Source: an optimization exercise on an open RTL-to-GDS flow (aim: a short achievable clock period and few clock cycles). Production flows keep margins and buffers that such runs may drop. Only simulation tests tie the RTL to the original design; equivalence was not proved. No activity file was given, so power comes from the tool's default toggle rates.

===== design.v =====
module uc1609_framer (
    input  wire        clk,
    input  wire        rst,           
    input  wire        req_valid,
    input  wire [31:0] req_word,
    output wire        req_ready,
    output reg         sts_valid,
    output reg  [1:0]  sts_kind,      
    output reg  [3:0]  sts_code,      
    output wire [3:0]  fault_code,
    output wire [31:0] fault_req,
    output reg         fm_re,
    output reg  [16:0] fm_addr,
    input  wire [7:0]  fm_rdata,
    input  wire [16:0] fm_size,
    output reg         ev_valid,
    output reg  [2:0]  ev_type,
    output reg  [7:0]  ev_data,
    input  wire        ev_ready
);
    localparam [2:0] EV_TXN_BEGIN = 3'd0, EV_TXN_END = 3'd1,
                     EV_CS_ASSERT = 3'd2, EV_CS_DEASSERT = 3'd3,
                     EV_CD_COMMAND = 3'd4, EV_CD_DATA = 3'd5,
                     EV_BYTE = 3'd6, EV_RESET_PULSE = 3'd7;
    localparam [1:0] ST_DONE = 2'd0, ST_FAULT = 2'd1, ST_REJECTED = 2'd2;
    localparam [3:0] F_ILLEGAL_OP = 4'd1, F_RESERVED = 4'd2, F_VALUE_RANGE = 4'd3,
                     F_OVERLAP = 4'd4, F_ADDR_RANGE = 4'd5, F_NO_FONT = 4'd6,
                     F_FONT_OOB = 4'd7, F_GLYPH_WIDTH = 4'd8, F_CURSOR_OVF = 4'd9;
    localparam [7:0] OP_SENDCMD = 8'h01, OP_SETCUR = 8'h02, OP_CONTRAST = 8'h03,
                     OP_SCROLL = 8'h04, OP_ROTATE = 8'h05, OP_INVERT = 8'h06,
                     OP_ALLON = 8'h07, OP_DISPEN = 8'h08, OP_SYSRST = 8'h09,
                     OP_HWRST = 8'h0A, OP_INIT = 8'h0B, OP_PWRDN = 8'h0C,
                     OP_CLEAR = 8'h0D, OP_SETFONT = 8'h0E, OP_SETSCALE = 8'h0F,
                     OP_SETAA = 8'h10, OP_PUTC = 8'h11, OP_PUTCAT = 8'h12;
    localparam [7:0] VBIAS_DEFAULT = 8'h49;
    localparam [1:0] T_NONE = 2'd0, T_PF = 2'd1, T_SLOW = 2'd2, T_FONT = 2'd3;
    function [15:0] stretch;
        input [7:0] b;
        integer i;
        begin
            stretch = 16'd0;
            for (i = 0; i < 8; i = i + 1) begin
                stretch[2*i]   = b[i];
                stretch[2*i+1] = b[i];
            end
        end
    endfunction
    function [191:0] build_buf;
        input [39:0] g;
        input        aa;
        reg [15:0] c   [0:11];
        reg [15:0] add [0:11];
        reg [7:0]  s;
        reg [3:0]  wl, wr;
        integer x, o;
        begin
            for (x = 0; x < 12; x = x + 1) begin
                s = (x < 2) ? 8'h00 : g[8*(x/2-1) +: 8];
                c[x] = stretch(s);
                add[x] = 16'd0;
            end
            if (aa) begin
                for (x = 1; x <= 10; x = x + 1) begin
                    for (o = 0; o <= 10; o = o + 2) begin
                        wl = c[x][o +: 4];
                        wr = c[x+1][o +: 4];
                        if (wl == 4'b1100 && wr == 4'b0011) begin
                            add[x][o+1]   = 1'b1;
                            add[x+1][o+2] = 1'b1;
                        end else if (wl == 4'b0011 && wr == 4'b1100) begin
                            add[x][o+2]   = 1'b1;
                            add[x+1][o+1] = 1'b1;
                        end
                    end
                end
            end
            for (x = 0; x < 12; x = x + 1) begin
                build_buf[8*x +: 8]      = c[x][7:0]  | add[x][7:0];
                build_buf[8*(x+12) +: 8] = c[x][15:8] | add[x][15:8];
            end
        end
    endfunction
    function [23:0] cursor_bytes;
        input [7:0] c;
        input [2:0] p;
        begin
            cursor_bytes = {5'b10110, p, 4'h1, c[7:4], 4'h0, c[3:0]};
        end
    endfunction
    localparam integer X_IDLE = 0, X_PULSE = 1, X_TB = 2, X_CSA = 3, X_FR = 4,
                       X_RUN = 5, X_SR = 6, X_SW1 = 7, X_SW2 = 8, X_SP = 9,
                       X_CSD = 10, X_TE = 11, X_STS = 12;
    localparam integer Y_CMDS = 0, Y_CLR = 1, Y_REPOS = 2, Y_GTOP = 3;
    reg rst_q;
    always @(posedge clk) rst_q <= rst;
    reg        wv_q;
    reg        rdy_q;
    reg        busy_q;         
    reg [31:0] w_q;
    assign req_ready = rdy_q;
    wire acc = req_valid && !busy_q;
    reg [15:0] col_q;
    reg [2:0]  row_q;
    reg        scale2_q;
    reg        aa_q;
    reg        font_valid_q;
    reg [15:0] fontbase_q;
    reg [7:0]  fw_q;
    reg [7:0]  ffirst_q;
    reg [7:0]  flast_q;
    reg [7:0]  contrast_q;
    reg [7:0]  orient_q;
    reg [3:0]  df_q;           
    reg [31:0] dfr_q;          
    reg [9:0]  adv_q;          
    reg [17:0] bf3_q;          
    reg [16:0] b4_q;           
    reg [16:0] lim_q;          
    reg        lim_neg_q;      
    reg        fw_nz_q;        
    reg        fw_gt5_q;       
    reg [16:0] fm_size_q;
    reg [16:0] fsm3_q;         
    reg        jv;
    reg        j_ev;           
    reg [1:0]  j_kind;
    reg [3:0]  j_code;
    reg        j_pulse, j_txn, j_cmds, j_clr, j_repos, j_glyph, j_bot, j_s2, j_aa;
    reg        j_init;
    reg [7:0]  j_c0, j_c1;     
    reg [3:0]  j_ncmd;
    reg        j_n1;           
    reg [7:0]  j_rc;
    reg [2:0]  j_rr;
    reg [7:0]  j_gc;
    reg [2:0]  j_gr, j_gr1;
    reg [16:0] j_gaddr;
    reg [2:0]  j_nds;
    reg        j_nds1;
    reg [7:0]  j_nslow;
    reg        j_nslow1;
    reg        d_idle, d_s1, d_s2, d_s3, d_s4, d_s5, d_s6;
    reg [31:0] dw;
    reg        dw_font;        
    wire [7:0] op = dw[31:24];
    wire [7:0] fa = dw[23:16];
    wire [7:0] fb = dw[15:8];
    wire [7:0] fc = dw[7:0];
    reg        s1_rej;
    reg [3:0]  s1_f;
    reg        s1_char, s1_setcur, s1_contrast, s1_rotate, s1_clear, s1_setfont,
               s1_setscale, s1_setaa, s1_cmds, s1_init, s1_pwrdn, s1_hwrst;
    reg        s1_sc1, s1_sc2;
    reg [7:0]  s1_cmdb;
    reg [15:0] s1_ecol;
    reg [2:0]  s1_erow;
    reg        s1_cr, s1_lf, s1_tab, s1_bs, s1_prt;
    reg [7:0]  s1_gidx;
    reg        s1_gw;
    reg        s1_hdr_oob;
    reg [9:0]  s2_pp0, s2_pp1, s2_pp2, s2_pp3;
    reg [16:0] s2_tab;
    reg [16:0] s2_bsd;         
    reg [15:0] s2_colp;        
    reg [3:0]  s2_nl;
    reg        s2_ecol_ge;
    reg [3:0]  s2_f;
    reg [11:0] s3_q0, s3_q1;
    reg [3:0]  s3_f;
    reg        s3_tab_lt, s3_bs_lt;
    reg [15:0] s3_bs;
    reg [15:0] s4_goff;
    reg [3:0]  s4_f;
    reg        s4_ev, s4_pulse, s4_txn, s4_cmds, s4_clr, s4_repos, s4_glyph, s4_bot;
    reg [7:0]  s4_rc, s4_gc;
    reg [2:0]  s4_rr, s4_gr, s4_gr1;
    reg        s4_init;
    reg [7:0]  s4_c0, s4_c1;
    reg [3:0]  s4_ncmd;
    reg        s4_n1;
    reg [15:0] s4_col;
    reg [2:0]  s4_row;
    reg        s4_crwe;
    reg [16:0] s5_gaddr;
    reg        s5_ok, s5_fs;
    reg        s5_crwe, s5_contrast, s5_rotate, s5_font, s5_scale, s5_aa;   
    reg [1:0]  s5_kind;
    reg [3:0]  s5_code;
    reg [1:0]  fr_iss, fr_got;
    reg        fr_done;
    reg [7:0]  h_fw, h_ff, h_fl;
    reg [12:0] es;
    reg [4:0]  seg;            
    reg [2:0]  ph;
    reg [3:0]  fn;
    reg        fl;             
    reg [23:0] cq;             
    reg [3:0]  ci;             
    reg        e_init;
    reg [7:0]  e_c0, e_c1;
    reg [7:0]  fbr;            
    reg [7:0]  rcnt;
    reg        rl;             
    reg [2:0]  page;
    reg        e_txn, e_cmds, e_clr, e_repos, e_glyph, e_bot, e_s2, e_aa;
    reg [1:0]  e_kind;
    reg [3:0]  e_code;
    reg [7:0]  e_rc, e_gc;
    reg [2:0]  e_rr, e_gr, e_gr1;
    reg [2:0]  e_nds;
    reg        e_nds1;
    reg [7:0]  e_nslow;
    reg        e_nl1;          
    reg [7:0]  nb;
    reg [23:0] dsel;
    reg [39:0] gb;
    reg        pf_act;
    reg [2:0]  pf_iss, pf_got;
    reg        pf_bld;
    reg [16:0] pf_addr;
    reg [7:0]  sb;
    reg [1:0]  tag0_q, tag1_q;
    reg        o_last;
    reg        o_empty;        
    reg        s_v, s_ev, s_last;
    reg [2:0]  s_t;
    reg [7:0]  s_d;
    reg [1:0]  s_k;
    reg [3:0]  s_c;
    reg [3:0]  fo_code;
    reg [31:0] fo_req;
    reg        fv;             
    reg [2:0]  ev_sh_t;        
    reg [7:0]  ev_sh_d;        
    assign fault_code = fo_code;
    assign fault_req  = fo_req;
    wire go = !s_v;
    wire p_has = es[X_PULSE] | es[X_TB] | es[X_CSA] | es[X_FR] | es[X_RUN] |
                 es[X_SP] | es[X_CSD] | es[X_TE] | es[X_STS];
    wire p_ev   = !es[X_STS];
    reg  p_last;               
    reg [2:0] p_t;
    reg [7:0] p_d;
    always @(*) begin
        p_t = EV_BYTE;
        if (es[X_PULSE])            p_t = EV_RESET_PULSE;
        if (es[X_TB])               p_t = EV_TXN_BEGIN;
        if (es[X_CSA])              p_t = EV_CS_ASSERT;
        if (es[X_FR] && ph[0])      p_t = EV_CD_COMMAND;
        if (es[X_FR] && ph[2])      p_t = EV_CD_DATA;
        if (es[X_CSD])              p_t = EV_CS_DEASSERT;
        if (es[X_TE])               p_t = EV_TXN_END;
        p_d = ({8{es[X_FR] & ph[1]}}            & fbr) |
              ({8{es[X_RUN] & !seg[Y_CLR]}}     & nb) |
              ({8{es[X_SP]}}                    & sb);
    end
    wire p_push = p_has && go;
    wire [191:0] gbb = e_s2 ? build_buf(gb, e_aa) : {144'd0, gb, 8'h00};
    reg  [7:0]   gnext;
    integer gk;
    always @(*) begin
        gnext = 8'h00;
        for (gk = 0; gk < 24; gk = gk + 1)
            gnext = gnext | ({8{dsel[gk]}} & gbb[8*gk +: 8]);
    end
    wire e_free = es[X_IDLE] || (go && p_last);
    wire e_load = jv && e_free;
    wire e_slow_rd = es[X_SR];
    wire d_font_rd = !d_idle && dw_font && (fr_iss != 2'd3);
    wire d_rd_ok   = !pf_act && !e_slow_rd && d_font_rd;
    wire [16:0] font_rd_addr = {1'b0, fa, fb} + {15'd0, fr_iss != 2'd0, fr_iss == 2'd2};
    reg [31:0] mask;
    always @(*) begin
        case (op)
            OP_SENDCMD, OP_SETCUR, OP_SETFONT:             mask = 32'hFF0000FF;
            OP_CONTRAST, OP_SCROLL, OP_ROTATE, OP_INVERT,
            OP_ALLON, OP_DISPEN, OP_SETSCALE, OP_SETAA,
            OP_PUTC:                                       mask = 32'hFF00FFFF;
            OP_PUTCAT:                                     mask = 32'hFF000000;
            default:                                       mask = 32'hFFFFFFFF;
        endcase
    end
    wire op_legal     = (op != 8'h00) && (op <= 8'h12);
    wire reserved_bad = ((dw & mask) != {op, 24'h000000});
    wire is_putcat    = (op == OP_PUTCAT);
    wire is_char      = (op == OP_PUTC) || is_putcat;
    wire c_cr  = (fa == 8'h0D);
    wire c_lf  = (fa == 8'h0A);
    wire c_tab = (fa == 8'h09);
    wire c_bs  = (fa == 8'h08);
    wire c_prt = !c_cr && !c_lf && !c_tab && !c_bs &&
                 (fa >= ffirst_q) && (fa <= flast_q);
    reg [3:0] f1;
    always @(*) begin
        f1 = 4'd0;
        if (!op_legal)
            f1 = F_ILLEGAL_OP;
        else if (reserved_bad)
            f1 = F_RESERVED;
        else begin
            case (op)
                OP_SENDCMD:  if ((fa & fb) != 8'h00) f1 = F_OVERLAP;
                OP_SETCUR:   if (fa >= 8'd192 || fb >= 8'd8) f1 = F_ADDR_RANGE;
                OP_SCROLL:   if (fa >= 8'd64) f1 = F_VALUE_RANGE;
                OP_ROTATE:   if ((fa & 8'hF9) != 8'h00) f1 = F_VALUE_RANGE;
                OP_INVERT, OP_ALLON, OP_DISPEN, OP_SETAA:
                             if (fa > 8'd1) f1 = F_VALUE_RANGE;
                OP_PUTCAT:   if (fb >= 8'd192 || fc >= 8'd8) f1 = F_ADDR_RANGE;
                default: ;
            endcase
            if (f1 == 4'd0 && is_char && !font_valid_q)
                f1 = F_NO_FONT;
        end
    end
    reg [7:0] cmdb;
    always @(*) begin
        case (op)
            OP_SENDCMD:  cmdb = fa | fb;
            OP_SCROLL:   cmdb = 8'h40 | fa;
            OP_ROTATE:   cmdb = 8'hC0 | fa;
            OP_INVERT:   cmdb = 8'hA6 | fa;
            OP_ALLON:    cmdb = 8'hA4 | fa;
            OP_DISPEN:   cmdb = 8'hAE | fa;
            OP_SYSRST:   cmdb = 8'hE2;
            default:     cmdb = 8'hAE;         
        endcase
    end
    reg        jb_ev, jb_pulse, jb_txn, jb_cmds, jb_clr, jb_repos, jb_glyph, jb_bot;
    reg [7:0]  jb_rc, jb_gc;
    reg [2:0]  jb_rr, jb_gr;
    reg [15:0] jb_col;
    reg [2:0]  jb_row;
    reg        jb_crwe;
    always @(*) begin
        jb_ev    = 1'b0;
        jb_pulse = 1'b0;
        jb_txn   = 1'b0;
        jb_cmds  = 1'b0;
        jb_clr   = 1'b0;
        jb_repos = 1'b0;
        jb_glyph = 1'b0;
        jb_bot   = 1'b0;
        jb_rc    = 8'd0;
        jb_rr    = 3'd0;
        jb_gc    = 8'd0;
        jb_gr    = 3'd0;
        jb_col   = s1_ecol;
        jb_row   = s1_erow;
        jb_crwe  = 1'b0;
        if (s1_cmds) begin
            jb_ev    = 1'b1;
            jb_txn   = 1'b1;
            jb_cmds  = 1'b1;
            jb_pulse = s1_init || s1_pwrdn;
        end
        if (s1_hwrst) begin
            jb_ev    = 1'b1;
            jb_pulse = 1'b1;
        end
        if (s1_setcur) begin
            jb_col   = {8'h00, fa};
            jb_row   = fb[2:0];
            jb_crwe  = 1'b1;
            jb_rc    = fa;
            jb_rr    = fb[2:0];
            jb_ev    = 1'b1;
            jb_txn   = 1'b1;
            jb_repos = 1'b1;
        end
        if (s1_clear) begin
            jb_col  = 16'd0;
            jb_row  = 3'd0;
            jb_crwe = 1'b1;
            jb_ev   = 1'b1;
            jb_txn  = 1'b1;
            jb_clr  = 1'b1;
        end
        if (s1_char) begin
            jb_crwe = 1'b1;
            if (s1_cr) begin
                jb_col = 16'd0;
            end else if (s1_lf) begin
                if (s2_nl[3]) begin
                    jb_col   = 16'd0;
                    jb_row   = 3'd0;
                    jb_clr   = 1'b1;
                    jb_repos = 1'b1;
                    jb_ev    = 1'b1;
                    jb_txn   = 1'b1;
                end else begin
                    jb_row = s2_nl[2:0];
                    jb_rc  = s1_ecol[7:0];
                    jb_rr  = s2_nl[2:0];
                    if (!s2_ecol_ge) begin
                        jb_repos = 1'b1;
                        jb_ev    = 1'b1;
                        jb_txn   = 1'b1;
                    end
                end
            end else if (s1_tab) begin
                jb_col = s2_tab[15:0];
                jb_rc  = s2_tab[7:0];
                jb_rr  = s1_erow;
                if (s3_tab_lt) begin
                    jb_repos = 1'b1;
                    jb_ev    = 1'b1;
                    jb_txn   = 1'b1;
                end
            end else if (s1_bs) begin
                jb_col = s3_bs;
                jb_rc  = s3_bs[7:0];
                jb_rr  = s1_erow;
                if (s3_bs_lt) begin
                    jb_repos = 1'b1;
                    jb_ev    = 1'b1;
                    jb_txn   = 1'b1;
                end
            end else if (s1_prt) begin
                jb_glyph = 1'b1;
                jb_ev    = 1'b1;
                jb_txn   = 1'b1;
                if (s2_ecol_ge) begin
                    jb_repos = 1'b1;
                    jb_col   = {6'd0, adv_q};
                    if (s2_nl[3]) begin
                        jb_clr = 1'b1;
                        jb_row = 3'd0;
                        jb_bot = 1'b1;
                    end else begin
                        jb_row = s2_nl[2:0];
                        jb_rr  = s2_nl[2:0];
                        jb_gr  = s2_nl[2:0];
                        jb_bot = (s2_nl[2:0] != 3'd7);
                    end
                end else begin
                    jb_gc  = s1_ecol[7:0];
                    jb_gr  = s1_erow;
                    jb_bot = (s1_erow != 3'd7);
                    jb_col = s2_colp;
                end
            end
        end
    end
    wire       g_oob = fw_nz_q && (lim_neg_q || {1'b0, s4_goff} >= lim_q);
    wire [3:0] f5    = (s4_f == 4'd0 && s1_char && s1_prt && g_oob) ? F_FONT_OOB : s4_f;
    wire font_ok  = !dw_font || fr_done;
    wire jdat_en  = !jv || e_free;
    wire d_commit = d_s6 && jdat_en && font_ok;
    wire d_take   = wv_q && (d_idle || d_commit);
    function [7:0] cmd_byte;
        input [3:0] idx;
        input       init;
        input [7:0] c0, c1;
        begin
            if (init) begin
                case (idx)
                    4'd0:    cmd_byte = 8'h27;
                    4'd1:    cmd_byte = 8'h8A;
                    4'd2:    cmd_byte = 8'hA1;
                    4'd3:    cmd_byte = 8'hEB;
                    4'd4:    cmd_byte = 8'h2F;
                    4'd5:    cmd_byte = 8'h81;
                    4'd6:    cmd_byte = c0;
                    4'd7:    cmd_byte = 8'hAF;
                    default: cmd_byte = c1;
                endcase
            end else begin
                cmd_byte = (idx == 4'd0) ? c0 : c1;
            end
        end
    endfunction
    function [34:0] next_seg;
        input [1:0]  lvl;
        input        cmds, clr, repos, glyph;
        input [3:0]  n;
        input        n1;
        input [23:0] q;
        input [7:0]  rc;
        input [2:0]  rr;
        input [7:0]  gc;
        input [2:0]  gr;
        begin
            if (lvl == 2'd0 && cmds)
                next_seg = {1'b0, 5'b00001, n, n1, q};
            else if (lvl <= 2'd1 && clr)
                next_seg = {1'b0, 5'b00010, 4'd3, 1'b0, cursor_bytes(8'd0, 3'd0)};
            else if (lvl <= 2'd2 && repos)
                next_seg = {1'b0, 5'b00100, 4'd3, 1'b0, cursor_bytes(rc, rr)};
            else if (glyph)
                next_seg = {1'b0, 5'b01000, 4'd3, 1'b0, cursor_bytes(gc, gr)};
            else
                next_seg = {1'b1, 5'b00001, 4'd3, 1'b0, q};
        end
    endfunction
    reg [12:0] es_n;
    reg [4:0]  seg_n;
    reg [2:0]  ph_n;
    reg [3:0]  fn_n;
    reg        fl_n;
    reg [23:0] cq_n;
    reg [3:0]  ci_n;
    reg [7:0]  rcnt_n;
    reg        rl_n;
    reg [2:0]  page_n;
    reg [7:0]  nslow_n;
    reg        nl1_n;
    reg [34:0] nx;
    always @(*) begin
        es_n    = es;
        seg_n   = seg;
        ph_n    = ph;
        fn_n    = fn;
        fl_n    = fl;
        cq_n    = cq;
        ci_n    = ci;
        rcnt_n  = rcnt;
        rl_n    = rl;
        page_n  = page;
        nslow_n = e_nslow;
        nl1_n   = e_nl1;
        nx      = 35'd0;
        if (p_push) begin
            es_n = 13'd0;
            if (es[X_PULSE]) begin
                es_n[X_TB]   = e_txn;
                es_n[X_IDLE] = !e_txn;
            end
            if (es[X_TB])  es_n[X_CSA] = 1'b1;
            if (es[X_CSA]) begin
                nx = next_seg(2'd0, e_cmds, e_clr, e_repos, e_glyph, fn, fl, cq, e_rc, e_rr, e_gc, e_gr);
                es_n[X_CSD] = nx[34];
                es_n[X_FR]  = !nx[34];
                seg_n  = nx[33:29];
                fn_n   = nx[28:25];
                fl_n   = nx[24];
                cq_n   = nx[23:0];
                ph_n   = 3'b001;
                page_n = 3'd0;
            end
            if (es[X_FR]) begin
                es_n[X_FR] = 1'b1;
                ph_n = {ph[1:0], ph[2]};
                if (ph[2]) begin
                    cq_n = {8'h00, cq[23:8]};
                    ci_n = ci + 4'd1;
                    fn_n = fn - 4'd1;
                    fl_n = (fn == 4'd2);
                    if (fl) begin
                        if (seg[Y_CMDS] || seg[Y_REPOS]) begin
                            if (seg[Y_CMDS])
                                nx = next_seg(2'd1, e_cmds, e_clr, e_repos, e_glyph, fn, fl, cq, e_rc, e_rr, e_gc, e_gr);
                            else
                                nx = next_seg(2'd3, e_cmds, e_clr, e_repos, e_glyph, fn, fl, cq, e_rc, e_rr, e_gc, e_gr);
                            es_n[X_FR]  = !nx[34];
                            es_n[X_CSD] = nx[34];
                            seg_n = nx[33:29];
                            fn_n  = nx[28:25];
                            fl_n  = nx[24];
                            cq_n  = nx[23:0];
                        end else begin
                            es_n[X_FR]  = 1'b0;
                            es_n[X_RUN] = 1'b1;
                            if (seg[Y_CLR]) begin
                                rcnt_n = 8'd192;
                                rl_n   = 1'b0;
                            end else if (seg[Y_GTOP] && !e_s2) begin
                                rcnt_n = {5'd0, e_nds};
                                rl_n   = e_nds1;
                            end else begin
                                rcnt_n = 8'd12;
                                rl_n   = 1'b0;
                            end
                        end
                    end
                end
            end
            if (es[X_RUN]) begin
                es_n[X_RUN] = 1'b1;
                rcnt_n = rcnt - 8'd1;
                rl_n   = (rcnt == 8'd2);
                if (rl) begin
                    es_n[X_RUN] = 1'b0;
                    if (seg[Y_CLR]) begin
                        if (page != 3'd7) begin
                            page_n = page + 3'd1;
                            cq_n   = cursor_bytes(8'd0, page + 3'd1);
                            fn_n   = 4'd3;
                            fl_n   = 1'b0;
                            es_n[X_FR] = 1'b1;
                        end else begin
                            nx = next_seg(2'd2, e_cmds, e_clr, e_repos, e_glyph, fn, fl, cq, e_rc, e_rr, e_gc, e_gr);
                            es_n[X_FR]  = !nx[34];
                            es_n[X_CSD] = nx[34];
                            seg_n = nx[33:29];
                            fn_n  = nx[28:25];
                            fl_n  = nx[24];
                            cq_n  = nx[23:0];
                        end
                    end else if (seg[Y_GTOP] && e_s2 && e_bot) begin
                        seg_n = 5'b10000;
                        cq_n  = cursor_bytes(e_gc, e_gr1);
                        fn_n  = 4'd3;
                        fl_n  = 1'b0;
                        es_n[X_FR] = 1'b1;
                    end else if (seg[Y_GTOP] && !e_s2 && e_nslow != 8'd0) begin
                        es_n[X_SR] = 1'b1;
                    end else begin
                        es_n[X_CSD] = 1'b1;
                    end
                end
            end
            if (es[X_SP]) begin
                nslow_n = e_nslow - 8'd1;
                nl1_n   = (e_nslow == 8'd2);
                es_n[X_CSD] = e_nl1;
                es_n[X_SR]  = !e_nl1;
            end
            if (es[X_CSD]) es_n[X_TE] = 1'b1;
            if (es[X_TE] || es[X_STS]) es_n[X_IDLE] = 1'b1;
        end
        if (es[X_SR])  es_n = 13'd1 << X_SW1;
        if (es[X_SW1]) es_n = 13'd1 << X_SW2;
        if (es[X_SW2]) es_n = 13'd1 << X_SP;
        if (e_load) begin
            es_n = 13'd0;
            es_n[X_STS]   = !j_ev;
            es_n[X_PULSE] = j_ev && j_pulse;
            es_n[X_TB]    = j_ev && !j_pulse;
            ci_n    = 4'd0;
            fn_n    = j_ncmd;
            fl_n    = j_n1;
            nslow_n = j_nslow;
            nl1_n   = j_nslow1;
        end
    end
    wire       src_v    = s_v || p_push;
    wire       src_ev   = s_v ? s_ev   : p_ev;
    wire       src_last = s_v ? s_last : p_last;
    wire [2:0] src_t    = s_v ? s_t    : p_t;
    wire [7:0] src_d    = s_v ? s_d    : p_d;
    wire [1:0] src_k    = s_v ? s_k    : e_kind;
    wire [3:0] src_c    = s_v ? s_c    : e_code;
    wire ev_take = src_v && src_ev && (o_empty ? 1'b1 : (ev_ready && !o_last));
    wire st_take = src_v && !src_ev && o_empty;
    wire take    = ev_take || st_take;
    wire o_bub   = !o_empty && ev_ready && o_last;
    wire fv_n    = !rst_q && (fv || (st_take && src_k == ST_FAULT));
    always @(posedge clk) begin
        if (rst) begin
            rdy_q  <= 1'b0;
            busy_q <= 1'b1;
        end else if (rst_q) begin
            rdy_q  <= 1'b1;
            busy_q <= 1'b0;
        end else if (acc) begin
            rdy_q  <= 1'b0;
            busy_q <= 1'b1;
        end else if (d_take) begin
            rdy_q  <= 1'b1;
            busy_q <= 1'b0;
        end else begin
            rdy_q  <= !busy_q;
        end
        if (rst_q) begin
            col_q        <= 16'd0;
            row_q        <= 3'd0;
            scale2_q     <= 1'b0;
            aa_q         <= 1'b0;
            font_valid_q <= 1'b0;
            contrast_q   <= VBIAS_DEFAULT;
            orient_q     <= 8'h00;
            df_q         <= 4'd0;
        end else if (d_commit) begin
            if (s5_fs)
                df_q <= s5_code;
            if (s5_crwe) begin
                col_q <= s4_col;
                row_q <= s4_row;
            end
            if (s5_contrast) contrast_q   <= fa;
            if (s5_rotate)   orient_q     <= fa;
            if (s5_font)     font_valid_q <= 1'b1;
            if (s5_scale)    scale2_q     <= s1_sc2;
            if (s5_aa)       aa_q         <= fa[0];
        end
        if (rst) begin
            wv_q         <= 1'b0;
            jv           <= 1'b0;
            d_idle <= 1'b1; d_s1 <= 1'b0; d_s2 <= 1'b0; d_s3 <= 1'b0;
            d_s4 <= 1'b0; d_s5 <= 1'b0; d_s6 <= 1'b0;
            fr_iss       <= 2'd3;
            fr_got       <= 2'd3;
            fr_done      <= 1'b0;
            es           <= 13'd1;
            p_last       <= 1'b0;
            pf_act       <= 1'b0;
            pf_bld       <= 1'b0;
            fm_re        <= 1'b0;
            tag0_q       <= T_NONE;
            tag1_q       <= T_NONE;
            ev_valid     <= 1'b0;
            o_empty      <= 1'b1;
            s_v          <= 1'b0;
            sts_valid    <= 1'b0;
            fv           <= 1'b0;
        end else begin
            if (acc)
                wv_q <= 1'b1;
            else if (d_take)
                wv_q <= 1'b0;
            fm_re  <= pf_act || e_slow_rd || d_rd_ok;
            tag0_q <= pf_act ? T_PF : e_slow_rd ? T_SLOW : d_rd_ok ? T_FONT : T_NONE;
            tag1_q <= tag0_q;
            if (d_rd_ok)
                fr_iss <= fr_iss + 2'd1;
            if (tag1_q == T_FONT) begin
                fr_got <= fr_got + 2'd1;
                if (fr_got == 2'd2)
                    fr_done <= 1'b1;
            end
            if (d_take) begin
                fr_iss  <= 2'd0;
                fr_got  <= 2'd0;
                fr_done <= 1'b0;
            end
            d_s2 <= d_s1;
            d_s3 <= d_s2;
            d_s4 <= d_s3;
            d_s5 <= d_s4;
            if (d_s5) d_s6 <= 1'b1;
            if (d_commit) begin
                d_s6   <= 1'b0;
                d_idle <= 1'b1;
            end
            d_s1 <= d_take;
            if (d_take) d_idle <= 1'b0;
            if (d_commit)
                jv <= 1'b1;
            else if (e_load)
                jv <= 1'b0;
            es <= es_n;
            if (e_load)
                p_last <= !j_ev || (j_pulse && !j_txn);
            else
                p_last <= es_n[X_TE] || es_n[X_STS] || (es_n[X_PULSE] && !e_txn);
            if (e_load && j_glyph)
                pf_act <= 1'b1;
            else if (pf_act && pf_iss == 3'd4)
                pf_act <= 1'b0;
            pf_bld <= (tag1_q == T_PF) && (pf_got == 3'd4);
            sts_valid <= o_bub || st_take;
            ev_valid  <= ev_take || (!o_empty && !ev_ready);
            o_empty   <= !(ev_take || (!o_empty && !ev_ready));
            if (s_v)
                s_v <= !take;
            else
                s_v <= p_push && !take;
            if (st_take && src_k == ST_FAULT)
                fv <= 1'b1;
        end
    end
    always @(posedge clk) begin
        fm_size_q <= fm_size;
        fsm3_q    <= fm_size_q - 17'd3;
        adv_q     <= scale2_q ? ({1'b0, fw_q, 1'b0} + 10'd2) : ({2'b00, fw_q} + 10'd1);
        bf3_q     <= {2'b00, fontbase_q} + {10'd0, fw_q} + 18'd3;
        b4_q      <= {1'b0, fontbase_q} + 17'd4;
        lim_q     <= fm_size_q - bf3_q[16:0];
        lim_neg_q <= (bf3_q >= {1'b0, fm_size_q});
        fw_nz_q   <= (fw_q != 8'd0);
        fw_gt5_q  <= (fw_q > 8'd5);
        if (acc)
            w_q <= req_word;
        if (d_take) begin
            dw      <= w_q;
            dw_font <= (w_q[31:24] == OP_SETFONT);
        end
        s1_rej      <= (df_q != 4'd0);
        s1_f        <= f1;
        s1_char     <= is_char;
        s1_setcur   <= (op == OP_SETCUR);
        s1_contrast <= (op == OP_CONTRAST);
        s1_rotate   <= (op == OP_ROTATE);
        s1_clear    <= (op == OP_CLEAR);
        s1_setfont  <= (op == OP_SETFONT);
        s1_setscale <= (op == OP_SETSCALE);
        s1_setaa    <= (op == OP_SETAA);
        s1_cmds     <= (op == OP_SENDCMD) || (op == OP_CONTRAST) || (op == OP_SCROLL) ||
                       (op == OP_ROTATE) || (op == OP_INVERT) || (op == OP_ALLON) ||
                       (op == OP_DISPEN) || (op == OP_SYSRST) || (op == OP_INIT) ||
                       (op == OP_PWRDN);
        s1_init     <= (op == OP_INIT);
        s1_pwrdn    <= (op == OP_PWRDN);
        s1_hwrst    <= (op == OP_HWRST);
        s1_sc1      <= (fa == 8'd1);
        s1_sc2      <= (fa == 8'd2);
        s1_cmdb     <= cmdb;
        s1_ecol     <= is_putcat ? {8'h00, fb} : col_q;
        s1_erow     <= is_putcat ? fc[2:0] : row_q;
        s1_cr       <= c_cr;
        s1_lf       <= c_lf;
        s1_tab      <= c_tab;
        s1_bs       <= c_bs;
        s1_prt      <= c_prt;
        s1_gidx     <= fa - ffirst_q;
        s1_gw       <= scale2_q && (fw_q != 8'd5);
        s1_hdr_oob  <= ({1'b0, fa, fb} >= fsm3_q);
        s2_pp0     <= {2'b00, s1_gidx} * {8'd0, fw_q[1:0]};
        s2_pp1     <= {2'b00, s1_gidx} * {8'd0, fw_q[3:2]};
        s2_pp2     <= {2'b00, s1_gidx} * {8'd0, fw_q[5:4]};
        s2_pp3     <= {2'b00, s1_gidx} * {8'd0, fw_q[7:6]};
        s2_tab     <= {1'b0, s1_ecol} + {5'b0, adv_q, 2'b00};
        s2_bsd     <= {1'b0, s1_ecol} - {7'b0, adv_q};
        s2_colp    <= s1_ecol + {6'b0, adv_q};
        s2_nl      <= {1'b0, s1_erow} + (scale2_q ? 4'd2 : 4'd1);
        s2_ecol_ge <= (s1_ecol >= 16'd192);
        s2_f       <= (s1_f != 4'd0) ? s1_f :
                      (s1_setfont && s1_hdr_oob) ? F_FONT_OOB :
                      (s1_char && s1_prt && s1_gw) ? F_GLYPH_WIDTH : 4'd0;
        s3_q0      <= {2'b00, s2_pp0} + {s2_pp1, 2'b00};
        s3_q1      <= {2'b00, s2_pp2} + {s2_pp3, 2'b00};
        s3_tab_lt  <= (s2_tab[15:0] < 16'd192);
        s3_bs      <= s2_bsd[16] ? 16'd0 : s2_bsd[15:0];
        s3_bs_lt   <= s2_bsd[16] || (s2_bsd[15:0] < 16'd192);
        s3_f       <= (s2_f == 4'd0 && s1_char && s1_tab && s2_tab[16]) ? F_CURSOR_OVF : s2_f;
        s4_goff  <= {4'b0000, s3_q0} + {s3_q1, 4'b0000};
        s4_f     <= s3_f;
        s4_ev    <= jb_ev;
        s4_pulse <= jb_pulse;
        s4_txn   <= jb_txn;
        s4_cmds  <= jb_cmds;
        s4_clr   <= jb_clr;
        s4_repos <= jb_repos;
        s4_glyph <= jb_glyph;
        s4_bot   <= jb_bot;
        s4_rc    <= jb_rc;
        s4_rr    <= jb_rr;
        s4_gc    <= jb_gc;
        s4_gr    <= jb_gr;
        s4_gr1   <= jb_gr + 3'd1;
        s4_col   <= jb_col;
        s4_row   <= jb_row;
        s4_crwe  <= jb_crwe;
        s4_init  <= s1_init;
        s4_c0    <= s1_init ? contrast_q : s1_contrast ? 8'h81 : s1_cmdb;
        s4_c1    <= s1_init ? (8'hC0 | orient_q) : fa;
        s4_ncmd  <= s1_init ? 4'd9 : s1_contrast ? 4'd2 : 4'd1;
        s4_n1    <= !s1_init && !s1_contrast;
        s5_gaddr <= {1'b0, s4_goff} + b4_q;
        s5_ok    <= !s1_rej && (f5 == 4'd0);
        s5_fs    <= !s1_rej && (f5 != 4'd0);
        s5_crwe     <= !s1_rej && (f5 == 4'd0) && s4_crwe;
        s5_contrast <= !s1_rej && (f5 == 4'd0) && s1_contrast;
        s5_rotate   <= !s1_rej && (f5 == 4'd0) && s1_rotate;
        s5_font     <= !s1_rej && (f5 == 4'd0) && s1_setfont;
        s5_scale    <= !s1_rej && (f5 == 4'd0) && s1_setscale && (s1_sc1 || s1_sc2);
        s5_aa       <= !s1_rej && (f5 == 4'd0) && s1_setaa;
        s5_kind  <= s1_rej ? ST_REJECTED : (f5 != 4'd0) ? ST_FAULT : ST_DONE;
        s5_code  <= s1_rej ? 4'd0 : f5;
        if (tag1_q == T_FONT) begin
            case (fr_got)
                2'd0:    h_fw <= fm_rdata;
                2'd1:    h_ff <= fm_rdata;
                default: h_fl <= fm_rdata;
            endcase
        end
        if (d_commit) begin
            if (s5_fs)
                dfr_q <= dw;
            if (s5_font) begin
                fontbase_q <= {fa, fb};
                fw_q       <= h_fw;
                ffirst_q   <= h_ff;
                flast_q    <= h_fl;
            end
        end
        if (jdat_en) begin
            j_ev     <= s5_ok && s4_ev;
            j_kind   <= s5_kind;
            j_code   <= s5_code;
            j_pulse  <= s4_pulse;
            j_txn    <= s4_txn;
            j_cmds   <= s4_cmds;
            j_clr    <= s4_clr;
            j_repos  <= s4_repos;
            j_glyph  <= s5_ok && s4_glyph;
            j_bot    <= s4_bot;
            j_s2     <= scale2_q;
            j_aa     <= aa_q;
            j_init   <= s4_init;
            j_c0     <= s4_c0;
            j_c1     <= s4_c1;
            j_ncmd   <= s4_ncmd;
            j_n1     <= s4_n1;
            j_rc     <= s4_rc;
            j_rr     <= s4_rr;
            j_gc     <= s4_gc;
            j_gr     <= s4_gr;
            j_gr1    <= s4_gr1;
            j_gaddr  <= s5_gaddr;
            j_nds    <= fw_gt5_q ? 3'd6 : fw_q[2:0] + 3'd1;
            j_nds1   <= !fw_nz_q;
            j_nslow  <= fw_gt5_q ? fw_q - 8'd5 : 8'd0;
            j_nslow1 <= (fw_q == 8'd6);
        end
        if (e_free) begin
            e_txn   <= j_txn;
            e_cmds  <= j_cmds;
            e_clr   <= j_clr;
            e_repos <= j_repos;
            e_glyph <= j_glyph;
            e_bot   <= j_bot;
            e_s2    <= j_s2;
            e_aa    <= j_aa;
            e_kind  <= j_kind;
            e_code  <= j_code;
            e_rc    <= j_rc;
            e_rr    <= j_rr;
            e_gc    <= j_gc;
            e_gr    <= j_gr;
            e_gr1   <= j_gr1;
            e_nds   <= j_nds;
            e_nds1  <= j_nds1;
            e_init  <= j_init;
            e_c0    <= j_c0;
            e_c1    <= j_c1;
        end
        seg     <= seg_n;
        ph      <= ph_n;
        fn      <= fn_n;
        fl      <= fl_n;
        cq      <= cq_n;
        ci      <= ci_n;
        fbr     <= seg[Y_CMDS] ? cmd_byte(ci, e_init, e_c0, e_c1) : cq[7:0];
        rcnt    <= rcnt_n;
        rl      <= rl_n;
        page    <= page_n;
        e_nslow <= nslow_n;
        e_nl1   <= nl1_n;
        if (e_load && j_glyph) begin
            pf_iss  <= 3'd0;
            pf_got  <= 3'd0;
            pf_addr <= j_gaddr;
        end else begin
            if (pf_act) begin
                pf_iss  <= pf_iss + 3'd1;
                pf_addr <= pf_addr + 17'd1;
            end
            if (e_slow_rd)
                pf_addr <= pf_addr + 17'd1;
            if (tag1_q == T_PF)
                pf_got <= pf_got + 3'd1;
        end
        fm_addr <= (pf_act || e_slow_rd) ? pf_addr : font_rd_addr;
        if (tag1_q == T_PF)
            gb <= {fm_rdata, gb[39:8]};
        if (tag1_q == T_SLOW)
            sb <= fm_rdata;
        if (pf_bld) begin
            nb   <= gbb[7:0];
            dsel <= 24'd2;
        end else if (es[X_RUN] && !seg[Y_CLR] && go) begin
            nb   <= gnext;
            dsel <= {dsel[22:0], 1'b0};
        end
        if (ev_take) begin
            ev_sh_t <= ~src_t;
            ev_sh_d <= ~src_d;
            o_last  <= src_last;
        end
        ev_type <= ev_take ? src_t : ~ev_sh_t;
        ev_data <= ev_take ? src_d : ~ev_sh_d;
        if (p_push) begin
            s_ev   <= p_ev;
            s_last <= p_last;
            s_t    <= p_t;
            s_d    <= p_d;
            s_k    <= e_kind;
            s_c    <= e_code;
        end
        sts_kind <= st_take ? src_k : ST_DONE;
        sts_code <= st_take ? src_c : 4'd0;
        fo_code  <= fv_n ? df_q  : 4'd0;
        fo_req   <= fv_n ? dfr_q : 32'd0;
    end
endmodule

===== flow/run.sh =====
#!/bin/bash
set -euo pipefail
export BUFFER_PORTS_ARGS="-buffer_cell sky130_fd_sc_hd__buf_4"
bash standard.sh > standard_flow.log 2>&1

===== standard.sh =====
#!/bin/bash
# synth_recipe.tcl (not shown) runs the flow's synth.tcl, then flattens the netlist and writes it again
# the make line also repeats each setting of config.mk as NAME=value (left out here)
make -C /OpenROAD-flow-scripts/flow DESIGN_CONFIG=/design/flow/config.mk WORK_HOME=/design/flow/orfs CLKGATE_MAP_FILE= SYNTH_SCRIPT=/design/flow/synth_recipe.tcl "${@:-finish}"

===== config.mk =====
export PLATFORM = sky130hd
export DESIGN_NAME = uc1609_framer
export DESIGN_NICKNAME = uc1609_framer
export VERILOG_FILES = /design/flow/design.v
export SDC_FILE = /design/flow/constraint.sdc
export NUM_CORES = 4
export LEC_CHECK = 0
export CAP_MARGIN = 20
export CORE_MARGIN = 2
export CORE_UTILIZATION = 65
export CTS_CLUSTER_DIAMETER = 200
export CTS_CLUSTER_SIZE = 20
export SLEW_MARGIN = 20

===== constraint.sdc =====
create_clock -name core_clock -period 12.0 [get_ports {clk}]
set_input_delay 2.4000 -clock core_clock [delete_from_list [all_inputs] [get_ports {clk}]]
set_output_delay 2.4000 -clock core_clock [all_outputs]
set_load 0.01 [all_outputs]

==> implementation parameters <==
Parameter                              Value

Synthesis
  Mean area per synthesized cell    10.64 sq um
  Predominant post-synthesis flop cell    dfxtp_1
  Area of the mapped netlist    roughly 0.048 sq mm
  Register bit count reported by yosys    1,098
  Warnings from Yosys    3
  Synthesized net count    ~4,800
  Post-synth EDFFs    between 400 and 500
  Count of different cell masters after synthesis    between 80 and 90
  Cells after synthesis    between 4,000 and 5,000
  Share of synthesized flip-flops with an asynchronous set or reset    0%
  Proportion of synthesized chip area in sequential cells    55.97%

Clocking
  Clock Sinks    1,098
  Count of buffers added by post-CTS timing repair for setup    0
  Post-CTS resize count    0
  TritonCTS Buffers    60
  CTS Hold Bufs    0
  Max H-tree Level    2
  Clock network latency to the later pin of the worst-skew pair    around 0.67 ns
  Cell at the root of the clock tree    clkbuf_16
  Clock tree from TritonCTS    built
  Clock-pin slew on the worst setup and hold paths    approximately 0.080 ns
  CTS max path bufs    3

Global routing
  Global-route wire length before repair    182.3 mm
  Maximum number of pins on one net before global-route repair    80
  Vias in the first global route    30,940
  Gr usage total    31.37%
  Number of antenna violations at the first check in global routing    4
  Congestion Overflow GR    0

Cells and area
  NumNets Final    4,843
  Layout cells sized above 1    ~7.4%
  Register Area    roughly 0.027 sq mm
  Area taken by multi-input logic gates    0.01936 sq mm
  Area overhead of the layout relative to synthesis    7.494%
  Most frequent standard cell in the layout excluding fill and tap cells    dfxtp_1
  Fill cell count    5,459
  Most frequent cells in the layout    dfxtp_1, edfxtp_1, nand2_1, nor2_1, a21oi_1

STA
  Final worst-path cycle share    30.03%
  Sum of negative setup slack    0 ns
  Setup-violating endpoint count in the final report    0
  Final hold violations    0
  Slew Viols, Final    0
  Setup repair after global routing missed its margin    false
  Slew HR    between 20% and 30%
  Max Clk Rate    277.5 MHz
  Worst Skew    0.03063 ns
  Tightest Pin Transition    1.069 ns
  Crit path time final    3.603 ns

Die
  Core footprint    between 0.07 and 0.08 sq mm
  Die Wd    between 200 and 300 um
  Die height    275.0 um
  Number of rows created at floorplan    about 100
  I/O pin cnt    between 100 and 150
  Initial core utilization    around 66%
  Die outline area    ~0.076 sq mm

Hold path
  Worst hold path class    reg2reg
  Endpoint with the worst hold slack    s4_goff[3]$_DFF_P_
  Hold Path Origin    s3_q0[3]$_DFF_P_
  Count of cells along the worst hold path    0

Route
  Final antenna-violating net count    0
  Via-to-Cell Ratio    around 6
  Drt initial violations    between 3,000 and 4,000
  Final routed wire length divided by cell count    21.70 um
  Final routed DRC violation total    0
  First drt pass iteration count    6
  Overall routed net length    120.2 mm
  Via total after detailed routing    around 34,000

Run
  Maxcap violations    0

Worst setup path
  CP Capture Type    output pin
  Cell with the largest stage delay on the worst path    dfxtp_1
  Start of the worst register-to-register path    s_v$_SDFF_PP0_
  Data arrival time of the critical path    ~1.2 ns
  Type of origin of the critical path    flop
  Required time of the critical path    9.60 ns
  Crit path buffers/inverters    1
  Crit path kind    reg2out
  Cell family with most CP delay    flip-flops
  Cell chain of the critical path    buf_4
  Depth of the worst register-to-register path    8
  Maximum net fanout on the critical path    1
  Max incr delay on CP    roughly 0.40 ns
  Worst-case register-to-register setup slack    between 8 and 9 ns

Pwr
  Power per unit of standard cell area    about 130 mW/mm^2
  Net Sw Power    approximately 0.0015 W
  Maximum VDD drop    around 0.00013 V
  Seq pwr share    about three fifths
  Internal power    0.005133 W
  Share of total power in the clock network    between 30% and 40%
  Proportion of total power due to net switching    22.36%
  Leak Pwr    roughly 20 nW
  Total power draw    around 0.0066 W
  Comb pwr share    approximately 6.7%

Run status
  Status  timing/DRC/antenna clean

Placed design
  Half-perimeter wire length of the detailed placement result    about 85 mm
  Port Buf Inserts    134
  Placer congestion estimate    approximately 0.96
## cells by family (layout without fill, tap and decap cells)
family          after synthesis  count (layout)  synth area share, %
xor+xnor                    202             202                3.705
buf+inv                     450             539                3.564
other cells                   0               1                    0
fa+ha+maj                   249             249                6.776
flops                      1098            1098                55.97
compound gates              940             940                12.70
mux                         110             110                2.408
simple gates               1440            1440                14.88
## cell type report
cell class,count,share of cell area (%)
Sequential cell,1098,52.07
Multi-Input combinational cell,2941,37.71
Clock buffer,105,3.274
Timing Repair Buffer,184,2.730
Tap cell,959,2.338
Inverter,248,1.819
Clock inverter,2,0.04875
Antenna cell,1,0.004875
## flip-flops by register name (all words and copies together) (netlist names), 17 cells and up, named ones only
signal     cells
cq            24
fm_addr       17
gb            40
j_gaddr       17
bf3_q         17
fsm3_q        17
dw            32
dsel          23
pf_addr       17
w_q           32
s2_tab        17
fm_size_q     17
lim_q         17
dfr_q         32
fo_req        32
s5_gaddr      17
b4_q          17
## synthesized netlist by cell type (39+ instances only)
library cell,number,share of area [%]
dfxtp_1,624,26
edfxtp_1,474,30
nand2_1,390,3.1
nor2_1,347,2.7
a21oi_1,258,2.7
o21ai_0,253,2.7
inv_1,246,1.9
ha_1,233,6.1
clkbuf_1,189,1.5
xnor2_1,147,2.7
and2_1,138,1.8
nor2b_1,97,1.3
nand3_1,96,1.0
nor3_1,95,1.0
mux2i_1,74,1.6
xor2_1,55,1.0
nand2b_1,51,0.67
nand4_1,39,0.51
## through the flow
stage,hold slack [ns],std cells,utilization (%),setup WS [ns],instance area (sq um)
global route,0.3356,5537,70.47,8.289,51320
floorplan,0.3096,4489,-,7.663,47750
finish,0.3286,5538,70.47,8.397,51330
detailed placement,0.3121,5429,68.08,8.014,49590
CTS,0.3292,5536,70.42,8.385,51290
global placement,0.3100,5429,68.08,8.065,49590
## layer usage
layer	vias up	global-route usage (%)	routed length [um]
li1	16000	-	-
met5	-	0	13
met3	212	4.739	10220
met2	1498	47.16	51950
met1	16090	47.32	54440
met4	2	8.890	3566
## power by group through the flow
stage | registers, W | logic (W) | clock network (W)
6_report | 0.00406 | 0.000440 | 0.00211
3_5_place_dp | 0.00415 | 0.000434 | 0
5_1_grt | 0.00407 | 0.000493 | 0.00227
3_3_place_gp | 0.00414 | 0.000423 | 0
4_1_cts | 0.00406 | 0.000436 | 0.00215
2_1_floorplan | 0.00411 | 0.000316 | 0
## worst max-delay path by stage
| stage | cells past startpoint | endpoint | slack [ns] | startpoint |
|---|---|---|---|---|
| 6_report | 1 | req_ready | 8.40 | rdy_q$_SDFF_PP0_ |
| 3_3_place_gp | 7 | o_empty$_SDFF_PP1_ | 8.06 | ev_ready |
| 2_1_floorplan | 1 | w_q[0]$_DFFE_PP_ | 7.66 | req_valid |
| 5_1_grt | 8 | flop | 8.29 | s_v$_SDFF_PP0_ |
| 3_5_place_dp | 7 | o_empty$_SDFF_PP1_ | 8.01 | ev_ready |
| 4_1_cts | 1 | fm_re | 8.39 | fm_re$_SDFF_PP0_ |
Testbench counts, summed over its fixed seeds: cycles 127,442.

-- re-timing with driven ports --
The results above use ideal ports. As a check the final layout listed here was re-extracted and re-timed, cells and wires unchanged.
Step 1, drivers: a clkbuf_16 drives clk and a buf_2 each remaining input, both assumed.
Step 2, shift: input delay + t, output delay - t, t = (earliest + latest rising clock arrival at the registers) / 2. This alone moves slack from input paths to output paths.
Three values: ideal ports, drivers, drivers and shift; two values: the first two.
shift t [ns]: 0.725
setup WS [ns]: 8.397 / 8.329 / 7.973
hold WS [ns]: 0.329 / 0.329 / 0.329
worst data-port slew with drivers (ns): 0.06
After both steps setup and hold are still met in this run. The setup slack of this run moves by -0.068 ns with the drivers and by -0.424 ns with both steps.
